This design comes from an exercise in tuning for small area on the open sky130 flow, not from production work. Only simulation tests tie the RTL to the original design; equivalence was not proved. Power and IR drop assume default switching activity.

==> trial 97 <==
==> flow/design.v (excerpt) <==
module timerext_core #(
    parameter [31:0] BACKDATE = 32'd64
) (
    input  wire        clk,
    input  wire        rst,
    input  wire        tick,
    input  wire        cmd_valid,
    output wire        cmd_ready,
    input  wire [87:0] cmd,
    output reg         rsp_valid,
    output reg  [33:0] rsp,
    output reg         ev_valid,
    output wire [15:0] ev_word,
    output reg         ev2_valid,
    output wire [15:0] ev2_word,
    output reg         pin
);
export LEC_CHECK = 0
export ABC_AREA = 1
export CAP_MARGIN = 20
export CORE_MARGIN = 2
export CORE_UTILIZATION = 40
export CTS_BUF_LIST = sky130_fd_sc_hd__clkbuf_8
export CTS_CLUSTER_DIAMETER = 80
export CTS_CLUSTER_SIZE = 12
export PLACE_DENSITY = 0.6
export SLEW_MARGIN = 20
create_clock -name core_clock -period 12.0 [get_ports {clk}]
standard.sh (not shown) runs the stock make flow with config.mk's settings and CLKGATE_MAP_FILE= SYNTH_SCRIPT=/design/flow/synth_recipe.tcl, a recipe that flattens the netlist after the stock synthesis.
==> flow/flow/run.sh <==
#!/bin/bash
# Layout flow: the standard flow (standard.sh) with two changes.
#  1. After the standard synthesis, ABC re-maps the combinational logic
#     between the registers for area (flow/resynth.ys.in, flow/area.abc). The
#     registers keep the standard synthesis's instances, names and cells.
#  2. Ports are buffered with sky130_fd_sc_hd__buf_1 (one buffer per port, as
#     the standard flow does, with a smaller cell).
#  3. Clock tree synthesis with sky130_fd_sc_hd__clkbuf_8 buffers on clusters of
#     at most 12 registers, and no dummy loads.
# Each tool's output goes to a log file in this folder.
set -euo pipefail
W=$(pwd)
R=$W/orfs/results/$FLOW_PLATFORM/timerext_core/base
O=$W/orfs/objects/$FLOW_PLATFORM/timerext_core/base
LIB=$FLOW_HOME/platforms/$FLOW_PLATFORM/lib/sky130_fd_sc_hd__tt_025C_1v80.lib
YOSYS=$FLOW_HOME/../tools/install/yosys/bin/yosys
[[ -x $YOSYS ]] || YOSYS=yosys

bash standard.sh synth > standard_synth.log 2>&1
cp $R/1_2_yosys.v $W/1_2_yosys_standard.v
sed -e "s#@LIB@#$LIB#g" -e "s#@IN@#$W/1_2_yosys_standard.v#" -e "s#@OUT@#$R/1_2_yosys.v#" \
    -e "s#@TOP@#$FLOW_TOP#" -e "s#@ABC@#$W/flow/area.abc#" -e "s#@CONSTR@#$O/abc.constr#" \
    -e "s#@STAT@#$W/resynth_stat.txt#" flow/resynth.ys.in > resynth.ys
$YOSYS -s resynth.ys > resynth.log 2>&1
rm -f $R/1_synth.odb $R/1_synth.sdc
bash standard.sh BUFFER_PORTS_ARGS="-buffer_cell sky130_fd_sc_hd__buf_1" \
    CTS_ARGS="-sink_clustering_enable -repair_clock_nets -dont_use_dummy_load -buf_list sky130_fd_sc_hd__clkbuf_8 -sink_clustering_size 12 -sink_clustering_max_diameter 80" \
    finish > standard_finish.log 2>&1
==> flow/flow/area.abc <==
strash
ifraig
dc2
drw
drf
dc2
&get -n
&st
&dch -f
&nf -a -R 1000
&put
topo
dnsize -c
Other scripts of this flow, unchanged in this note and not shown: flow/flow/resynth.ys.in
==> build 45: changes against trial 97 <==
==> flow/flow/run.sh (replaced) <==
#!/bin/bash
# Layout flow: the standard flow (standard.sh) with three changes.
#  1. After the standard synthesis, ABC re-maps the combinational logic
#     between the registers for area (flow/resynth.ys.in with the scripts
#     flow/area*.abc; the smallest result is kept). The registers keep the
#     standard synthesis's instances, names and cells.
#  2. Ports are buffered with sky130_fd_sc_hd__buf_1 (one buffer per port, as
#     the standard flow does, with a smaller cell).
#  3. Clock tree synthesis with sky130_fd_sc_hd__clkbuf_8 buffers on clusters of
#     at most 12 registers, and no dummy loads.
# Each tool's output goes to a log file in this folder.
set -euo pipefail
W=$(pwd)
R=$W/orfs/results/$FLOW_PLATFORM/timerext_core/base
O=$W/orfs/objects/$FLOW_PLATFORM/timerext_core/base
LIB=$FLOW_HOME/platforms/$FLOW_PLATFORM/lib/sky130_fd_sc_hd__tt_025C_1v80.lib
YOSYS=$FLOW_HOME/../tools/install/yosys/bin/yosys
[[ -x $YOSYS ]] || YOSYS=yosys

bash standard.sh synth > standard_synth.log 2>&1
cp $R/1_2_yosys.v $W/1_2_yosys_standard.v

best=""
best_area=""
for abc in $W/flow/area*.abc; do
    n=$(basename $abc .abc)
    sed -e "s#@LIB@#$LIB#g" -e "s#@IN@#$W/1_2_yosys_standard.v#" -e "s#@OUT@#$W/resynth_$n.v#" \
        -e "s#@TOP@#$FLOW_TOP#" -e "s#@ABC@#$abc#" -e "s#@CONSTR@#$O/abc.constr#" \
        -e "s#@STAT@#$W/resynth_stat_$n.txt#" flow/resynth.ys.in > resynth_$n.ys
    if $YOSYS -s resynth_$n.ys > resynth_$n.log 2>&1; then
        a=$(awk '/Chip area/ {print $NF}' $W/resynth_stat_$n.txt)
        if [[ -n "$a" ]] && { [[ -z "$best_area" ]] || awk -v a=$a -v b=$best_area 'BEGIN {exit !(a < b)}'; }; then
            best=$n
            best_area=$a
        fi
    fi
done
echo "kept $best ($best_area um2)" > resynth_choice.txt
cp $W/resynth_$best.v $R/1_2_yosys.v
rm -f $R/1_synth.odb $R/1_synth.sdc
bash standard.sh BUFFER_PORTS_ARGS="-buffer_cell sky130_fd_sc_hd__buf_1" \
    CTS_ARGS="-sink_clustering_enable -repair_clock_nets -dont_use_dummy_load -buf_list sky130_fd_sc_hd__clkbuf_8 -sink_clustering_size 12 -sink_clustering_max_diameter 80" \
    finish > standard_finish.log 2>&1
==> flow/flow/area0.abc (new file) <==
strash
ifraig
dc2
drw
drf
dc2
&get -n
&st
&deepsyn -T 60
&nf -a -R 1000
&put
topo
==> flow/flow/area1.abc (new file) <==
strash
ifraig
dc2
drw
drf
dc2
&get -n
&st
&deepsyn -T 60
&dch -f
&nf -a -R 1000
&put
topo
==> flow/flow/area2.abc (new file) <==
strash
ifraig
dc2
drw
drf
dc2
&get -n
&st
&dch -f
&nf -a -R 1000
&put
topo
dnsize -c
==> flow/flow/area3.abc (new file) <==
strash
ifraig
dc2
drw
drf
dc2
&get -n
&st
&deepsyn -T 60
&nf -a -R 1000
&put
strash
&get -n
&st
&deepsyn -T 30
&nf -a -R 1000
&put
topo
==> flow/config.mk (replaced) <==
export PLATFORM = sky130hd
export DESIGN_NAME = timerext_core
export DESIGN_NICKNAME = timerext_core
export VERILOG_FILES = /design/flow/design.v
export SDC_FILE = /design/flow/constraint.sdc
export NUM_CORES = 4
export LEC_CHECK = 0
export ABC_AREA = 1
export CAP_MARGIN = 20
export CORE_MARGIN = 2
export CORE_UTILIZATION = 50
export CTS_BUF_LIST = sky130_fd_sc_hd__clkbuf_8
export CTS_CLUSTER_DIAMETER = 80
export CTS_CLUSTER_SIZE = 12
export PLACE_DENSITY = 0.7
export SLEW_MARGIN = 20
removed: flow/flow/area.abc
==> trial 61: changes against trial 97 <==
--- a/flow/design.v
+++ b/flow/design.v
@@ -56,24 +56,23 @@
     reg        ps_w;         
     reg [3:0]  fg_pc;
     reg [3:0]  isr_pc;
     reg        fg_ps;        
     reg        fg_cb;
     reg [7:0]  fg_tag;
     reg [4:0]  fg_k;         
     reg        c0_r;         
-    reg [1:0]  ev_ty;        
+    reg [4:0]  ev_lo;
+    reg        ev2_mend;
     wire in_isr  = (isr_pc != ST_NONE);
     wire fg_busy = (fg_pc != ST_NONE);
     wire gie     = !(fg_busy && (fg_ps || fg_pc == ST_S7B || fg_pc == ST_C1));
-    assign ev_word  = {(ev_ty == 2'd2) ? da_tag : 8'd0, 3'd0,
-                       (ev_ty == 2'd1) ? 3'd0 : (ev_ty == 2'd2) ? {1'b0, da_state} : ps_state,
-                       ev_ty};
-    assign ev2_word = {11'd0, ps_state, 2'd3};
+    assign ev_word  = {(ev_lo[1:0] == 2'd2) ? da_tag : 8'd0, 3'd0, ev_lo};
+    assign ev2_word = {11'd0, ev2_mend ? PS_MEND : PS_MSTART, 2'd3};
     wire [7:0]  c_op   = cmd[7:0];
     wire [1:0]  c_act  = cmd[9:8];
     wire        c_cb   = cmd[10];
     wire [4:0]  c_zero = cmd[15:11];
     wire [7:0]  c_tag  = cmd[23:16];
     wire [31:0] c_a    = cmd[55:24];
     wire [31:0] c_b    = cmd[87:56];
     wire z_act = (c_act == 2'd0);
@@ -169,19 +168,18 @@
         begin
             c = 1'b1;
             for (i = 0; i < 16; i = i + 1) begin
                 dec16[i] = a[i] ^ c;
                 c = !a[i] & c;
             end
         end
     endfunction
-    wire [15:0] dec_out = dec16(at_s4 ? da_ot[15:0] : cnt);
-    wire [15:0] s4_cmp  = dec_out;
-    wire [15:0] cnt_m1  = dec_out;
+    wire [15:0] s4_cmp = dec16(da_ot[15:0]);
+    wire [15:0] cnt_m1 = dec16(cnt);
     wire [15:0] acc_p1 = inc16(acc_hi);
     wire [15:0] acc_m1 = dec16(acc_hi);
     wire        corr   = ovf && !cnt[15];
     wire [15:0] nh     = corr ? acc_p1 : acc_hi;
     wire [31:0] ec_now = {nh, cnt};
     wire        op_ext  = (c_op == OP_ECEXT);
     wire        op_extp = (c_op == OP_ECEXTP);
     wire        ext_c   = ge16(c_a[15:0], cnt, op_ext);
@@ -211,36 +209,33 @@
             assign o_c   = 1'b1;
             assign o_new = ec_now - BACKDATE - {27'd0, fg_k};
         end
     endgenerate
     wire op_cancel = (c_op == OP_DACAN) ||
                      (c_op == OP_PSCAN && ps_state == PS_SSTART) ||
                      (c_op == OP_PSCANE && ps_state == PS_SEND);
     wire at_c0s = cmd_ready && cmd_valid && c_legal && op_cancel && (da_state == DA_SCHED);
-    wire at_s7a   = (step_w == ST_S7A);
-    wire cmp_hold = !(at_s4 || at_s7a || at_c0s);
-    wire [15:0] cmp_new = ({16{at_s4}}    & s4_cmp) |
-                          ({16{at_s7a}}   & da_at[15:0]) |
-                          ({16{at_c0s}}   & cnt_m1) |
-                          ({16{cmp_hold}} & cmp);
+    wire [15:0] cmp_new = at_s4 ? s4_cmp :
+                          (step_w == ST_S7A) ? da_at[15:0] :
+                          at_c0s ? cnt_m1 : cmp;
     wire wr_match = (cmp_new == cnt);
     reg [15:0] n_cnt;
     reg        n_ovf;
     reg [15:0] n_cmp;
     reg        n_mf;
     reg [1:0]  n_oa;
     reg        n_pin;
     reg        n_ovie;
     reg        n_cmie;
     reg [15:0] n_acc_hi;
     reg        n_ovfcb;
     reg [1:0]  n_da_state;
-    wire [31:0] n_da_at;
-    wire [31:0] n_da_ot;
+    reg [31:0] n_da_at;
+    reg [31:0] n_da_ot;
     reg [1:0]  n_da_action;
     reg [1:0]  n_da_prev;
     reg [1:0]  n_da_cb;
     reg [7:0]  n_da_tag;
     reg [2:0]  n_ps_state;
     reg [31:0] n_ps_start;
     reg [31:0] n_ps_end;
     reg        n_ps_cben;
@@ -250,18 +245,19 @@
     reg [3:0]  n_isr_pc;
     reg        n_fg_ps;
     reg        n_fg_cb;
     reg [7:0]  n_fg_tag;
     reg [4:0]  n_fg_k;
     reg        n_rsp_valid;
     wire [33:0] n_rsp;
     reg        n_ev_valid;
-    reg [1:0]  n_ev_ty;
+    reg [4:0]  n_ev_lo;
     reg        n_ev2_valid;
+    reg        n_ev2_mend;
     reg [3:0]  step;
     reg        sch_ok;
     reg [4:0]  ev_new;
     reg        ev_emit;
     reg [2:0]  ps_new;
     reg        ps_emit;
     reg [15:0] tick_cnt;
     function pin_action(input [1:0] act, input cur);
@@ -271,25 +267,25 @@
             ACT_SET:    pin_action = 1'b1;
             default:    pin_action = cur;
         endcase
     endfunction
     always @(*) begin
         n_cnt = cnt;         n_ovf = ovf;           n_cmp = cmp_new;         n_mf = mf;
         n_oa = oa;           n_pin = pin;           n_ovie = ovie;       n_cmie = cmie;
         n_acc_hi = acc_hi;   n_ovfcb = ovfcb;
-        n_da_state = da_state;
+        n_da_state = da_state;   n_da_at = da_at;       n_da_ot = da_ot;
         n_da_action = da_action; n_da_prev = da_prev;   n_da_cb = da_cb;   n_da_tag = da_tag;
         n_ps_state = ps_state;   n_ps_start = ps_start; n_ps_end = ps_end; n_ps_cben = ps_cben;
         n_da_w = da_w;       n_ps_w = ps_w;
         n_fg_pc = fg_pc;     n_isr_pc = isr_pc;     n_fg_ps = fg_ps;
         n_fg_cb = fg_cb;     n_fg_tag = fg_tag;     n_fg_k = fg_k + {4'd0, tick};
         n_rsp_valid = 1'b0;
-        n_ev_valid = 1'b0;   n_ev_ty = ev_ty;
-        n_ev2_valid = 1'b0;
+        n_ev_valid = 1'b0;   n_ev_lo = ev_lo;
+        n_ev2_valid = 1'b0;  n_ev2_mend = in_isr;
         step = ST_NONE;
         sch_ok = 1'b0;
         ev_new = 5'd0;
         ev_emit = 1'b0;
         ps_new = PS_IDLE;
         ps_emit = 1'b0;
         tick_cnt = 16'd0;
         if (!fg_busy) begin
@@ -336,16 +332,18 @@
                         n_fg_ps = (c_op == OP_PSSCH);
                         if (c_op == OP_DASCHO) begin
                             if (da_state == DA_WAIT || da_state == DA_SCHED)
                                 n_cmie = 1'b0;
                             n_fg_pc = ST_S2;
                         end else begin
                             n_fg_pc = ST_S1;
                         end
+                        if (c_op != OP_DASCH)
+                            n_da_ot = c_b;
                     end
                     OP_DACAN, OP_PSCAN, OP_PSCANE: begin
                         n_fg_ps = (c_op != OP_DACAN);
                         if (c_op == OP_PSCAN && ps_state != PS_SSTART ||
                             c_op == OP_PSCANE && ps_state != PS_SEND) begin
                         end else begin
                             if (da_state == DA_WAIT) begin
                                 n_cmie = 1'b0;
@@ -403,35 +401,42 @@
                 end else if (promo_ok) begin
                     n_oa = da_action;
                     n_da_state = DA_SCHED;
                 end
             end
             ST_S1: begin
                 if (da_state == DA_WAIT || da_state == DA_SCHED)
                     n_cmie = 1'b0;
+                n_da_ot = o_new;
+                if (fg_ps) begin
+                    n_da_at = rsp[33:2];
+                end
                 n_fg_pc = ST_S2;
             end
             ST_S2: begin
                 n_da_prev = oa;
                 if (in_isr) n_isr_pc = ST_S3; else n_fg_pc = ST_S3;
             end
             ST_S3: begin
                 n_da_state = DA_WAIT;
                 n_da_w = 1'b1;
                 if (in_isr) begin
                     n_da_action = ACT_CLEAR;
+                    n_da_at     = ps_end;
+                    n_da_ot     = ps_start;
                     n_da_cb     = CB_PSEND;
                     n_da_tag    = 8'd0;
                     n_isr_pc    = ST_S4;
                 end else begin
                     if (fg_ps) begin
                         n_da_action = ACT_SET;
                         n_da_cb     = CB_PSSTART;
                     end else begin
+                        n_da_at     = rsp[33:2];
                         n_da_action = rsp[1:0];
                         n_da_cb     = fg_cb ? CB_HOST : CB_NONE;
                     end
                     n_da_tag    = fg_tag;
                     n_fg_pc     = ST_S4;
                 end
             end
             ST_S4: begin
@@ -520,26 +525,26 @@
                 end
                 n_rsp_valid = 1'b1;
                 n_fg_pc = ST_NONE;
             end
             default: ;
         endcase
         if (ev_emit) begin
             n_ev_valid = 1'b1;
-            n_ev_ty    = ev_new[1:0];
+            n_ev_lo    = ev_new;
         end
         if (ps_emit) begin
             n_ps_state = ps_new;
             if (ps_cben) begin
                 if (n_ev_valid) begin
                     n_ev2_valid = 1'b1;
                 end else begin
                     n_ev_valid = 1'b1;
-                    n_ev_ty    = 2'd3;
+                    n_ev_lo    = {ps_new, 2'd3};
                 end
             end
         end
         if (tick) begin
             tick_cnt = inc16(n_cnt);
             n_cnt = tick_cnt;
             if (tick_cnt == 16'd0)
                 n_ovf = 1'b1;
@@ -575,54 +580,39 @@
         ({32{g_ot}}   & da_ot) |
         ({32{g_ps}}   & ps_start) |
         ({32{g_pe}}   & ps_end) |
         ({32{g_sch}}  & c_a) |
         ({32{g_dast}} & {30'd0, da_state}) |
         ({32{g_psst}} & {29'd0, ps_state}) |
         {31'd0, g_res && sch_ok};
     wire [1:0] rsp_s = g_sch ? c_act : {1'b0, idle && !c_legal};
-    wire   rsp_hold = (in_isr || fg_busy) && !(fg_step && (fg_pc == ST_S7B || fg_pc == ST_C1)) && !swap;
-    assign n_rsp = ({34{rsp_en}} & {rsp_v, rsp_s}) | ({34{rsp_hold}} & rsp);
-    wire isr_s3   = in_isr && (isr_pc == ST_S3);
-    wire fg_s3    = fg_step && (fg_pc == ST_S3);
-    wire at_rsp   = (at_s1 && fg_ps) || (fg_s3 && !fg_ps);
-    wire at_hold  = !(at_rsp || isr_s3);
-    wire ot_cb    = cmd_ready && cmd_valid && c_legal && (c_op == OP_DASCHO || c_op == OP_PSSCH);
-    wire ot_hold  = !(ot_cb || at_s1 || isr_s3);
-    assign n_da_at = ({32{at_rsp}}  & rsp[33:2]) |
-                     ({32{isr_s3}}  & ps_end) |
-                     ({32{at_hold}} & da_at);
-    assign n_da_ot = ({32{ot_cb}}   & c_b) |
-                     ({32{at_s1}}   & o_new) |
-                     ({32{isr_s3}}  & ps_start) |
-                     ({32{ot_hold}} & da_ot);
+    assign n_rsp = rsp_en ? {rsp_v, rsp_s} : rsp;
     always @(posedge clk) begin
         if (rst) begin
-            cnt <= 16'd0;  ovf <= 1'b0;
+            cnt <= 16'd0;  ovf <= 1'b0;  cmp <= 16'd0;  mf <= 1'b0;
             oa <= ACT_NOTHING;  pin <= 1'b0;  ovie <= 1'b0;  cmie <= 1'b0;
             acc_hi <= 16'd0;  ovfcb <= 1'b0;
             da_state <= DA_IDLE;  da_w <= 1'b0;
             ps_state <= PS_IDLE;  ps_w <= 1'b0;  ps_cben <= 1'b0;
             fg_pc <= ST_NONE;  isr_pc <= ST_NONE;
             rsp_valid <= 1'b0;  ev_valid <= 1'b0;  ev2_valid <= 1'b0;
         end else begin
-            cnt <= n_cnt;  ovf <= n_ovf;
+            cnt <= n_cnt;  ovf <= n_ovf;  cmp <= n_cmp;  mf <= n_mf;
             oa <= n_oa;  pin <= n_pin;  ovie <= n_ovie;  cmie <= n_cmie;
             acc_hi <= n_acc_hi;  ovfcb <= n_ovfcb;
             da_state <= n_da_state;  da_w <= n_da_w;
             ps_state <= n_ps_state;  ps_w <= n_ps_w;
             ps_cben <= n_ps_cben;
             fg_pc <= n_fg_pc;  isr_pc <= n_isr_pc;
             rsp_valid <= n_rsp_valid;  ev_valid <= n_ev_valid;  ev2_valid <= n_ev2_valid;
         end
-        cmp <= n_cmp;  mf <= n_mf;
         da_at <= n_da_at;  da_ot <= n_da_ot;
         ps_start <= n_ps_start;  ps_end <= n_ps_end;
         da_action <= n_da_action;  da_prev <= n_da_prev;
         da_cb <= n_da_cb;  da_tag <= n_da_tag;
         fg_ps <= n_fg_ps;  fg_cb <= n_fg_cb;
         fg_tag <= n_fg_tag;  fg_k <= n_fg_k;
         if (at_s4)
             c0_r <= c_p_lt_ot;
-        rsp <= n_rsp;  ev_ty <= n_ev_ty;
+        rsp <= n_rsp;  ev_lo <= n_ev_lo;  ev2_mend <= n_ev2_mend;
     end
 endmodule
==> flow/flow/run.sh (replaced) <==
#!/bin/bash
# Layout flow: the standard flow (standard.sh) with two changes.
#  1. After the standard synthesis, ABC re-maps the combinational logic
#     between the registers for area (flow/resynth.ys.in, flow/area.abc). The
#     registers keep the standard synthesis's instances, names and cells.
#  2. Ports are buffered with sky130_fd_sc_hd__buf_1 (one buffer per port, as
#     the standard flow does, with a smaller cell).
# Each tool's output goes to a log file in this folder.
set -euo pipefail
W=$(pwd)
R=$W/orfs/results/$FLOW_PLATFORM/timerext_core/base
O=$W/orfs/objects/$FLOW_PLATFORM/timerext_core/base
LIB=$FLOW_HOME/platforms/$FLOW_PLATFORM/lib/sky130_fd_sc_hd__tt_025C_1v80.lib
YOSYS=$FLOW_HOME/../tools/install/yosys/bin/yosys
[[ -x $YOSYS ]] || YOSYS=yosys

bash standard.sh synth > standard_synth.log 2>&1
cp $R/1_2_yosys.v $W/1_2_yosys_standard.v
sed -e "s#@LIB@#$LIB#g" -e "s#@IN@#$W/1_2_yosys_standard.v#" -e "s#@OUT@#$R/1_2_yosys.v#" \
    -e "s#@TOP@#$FLOW_TOP#" -e "s#@ABC@#$W/flow/area.abc#" -e "s#@CONSTR@#$O/abc.constr#" \
    -e "s#@STAT@#$W/resynth_stat.txt#" flow/resynth.ys.in > resynth.ys
$YOSYS -s resynth.ys > resynth.log 2>&1
rm -f $R/1_synth.odb $R/1_synth.sdc
bash standard.sh BUFFER_PORTS_ARGS="-buffer_cell sky130_fd_sc_hd__buf_1" finish > standard_finish.log 2>&1
==> flow/flow/area.abc (replaced) <==
strash
&get -n
&st
&dch
&nf -a
&put
buffer -c
topo
stime -c
upsize -c
dnsize -c
==> summary of the runs <==
- Global-route usage: build 45 > trial 61 > trial 97.
- Utilization: build 45 > trial 97 > trial 61.
- Clock skew: trial 61 is higher than trial 97 (3.1 ps).
- Worst hold slack: trial 97 < build 45 < trial 61.
- Sequential cell count is the same in build 45 and trial 97.
- Between build 45 and trial 61, the lower area after synthesis is in build 45 (gap about 14%, measured against trial 61).
- Cell count, lowest first: build 45, trial 97, trial 61.
==> figures <==
quantity                                                       trial 97        build 45        trial 61
Area of the die                                              39,600 um2      31,000 um2      44,900 um2
Global-route wire length before repair                        90,100 um       83,000 um      104,000 um
Slew HR                                                           0.230           0.276           0.199
Worst setup slack for register-to-register paths                2390 ps         1470 ps         4320 ps
Met1 GRT Util                                                     0.430           0.469           0.439
Clock-net power                                              0.000518 W      0.000508 W      0.000591 W
Source of the worst hold timing path                        ps_start[5]            ps_w           oa[1]
Period utilisation layout                                         0.802           0.878           0.718
1st-iter DRT viols                                                2,102           2,054           2,107
Fraction of area in registers                                     0.386           0.399           0.369
Endpoint of the most critical register-to-register path             pin      ps_end[17]             pin
Detail Route met3 WL                                            6000 um         5380 um         6400 um
F_max                                                           104 MHz        94.9 MHz         116 MHz
Initial cell density of the core                                  0.404           0.504           0.403
Cell area after synthesis                                    15,200 um2      14,800 um2      17,300 um2
Result of the run                                        finished clean  finished clean  finished clean

[port drivers added, routing unchanged]
Ports are ideal in the flow. The routed layouts listed here were re-timed in OpenROAD.
Step 1 sets driving cells, clkbuf_16 on the clock port and buf_2 on the other inputs (assumed; they add their load-dependent delay and slew).
Step 2 moves the port delays by t, midway between the first and last clock arrival at a register: inputs arrive t later, outputs are due t later. That takes back most of the time a late clock gives input paths.
a / b / c = no drivers / after step 1 / after step 2; a / b = the first two.
run	t (ns)	setup slack, ns	worst setup path at the end	slew at the worst register clock pin (ns)	worst data-port slew with drivers (ns)
trial 97	0.645	2.382 / 2.389 / 1.744	input to register	0.10 / 0.10	0.07
build 45	0.617	1.467 / 1.467 / 1.467	register to register	0.09 / 0.09	0.04
trial 61	0.679	3.378 / 3.409 / 2.730	input to register	0.10 / 0.10	0.08
After both steps setup and hold are still met in every run listed. The setup slack of trial 61, which loses most, moves by +0.031 ns with the drivers and by -0.648 ns with both steps.
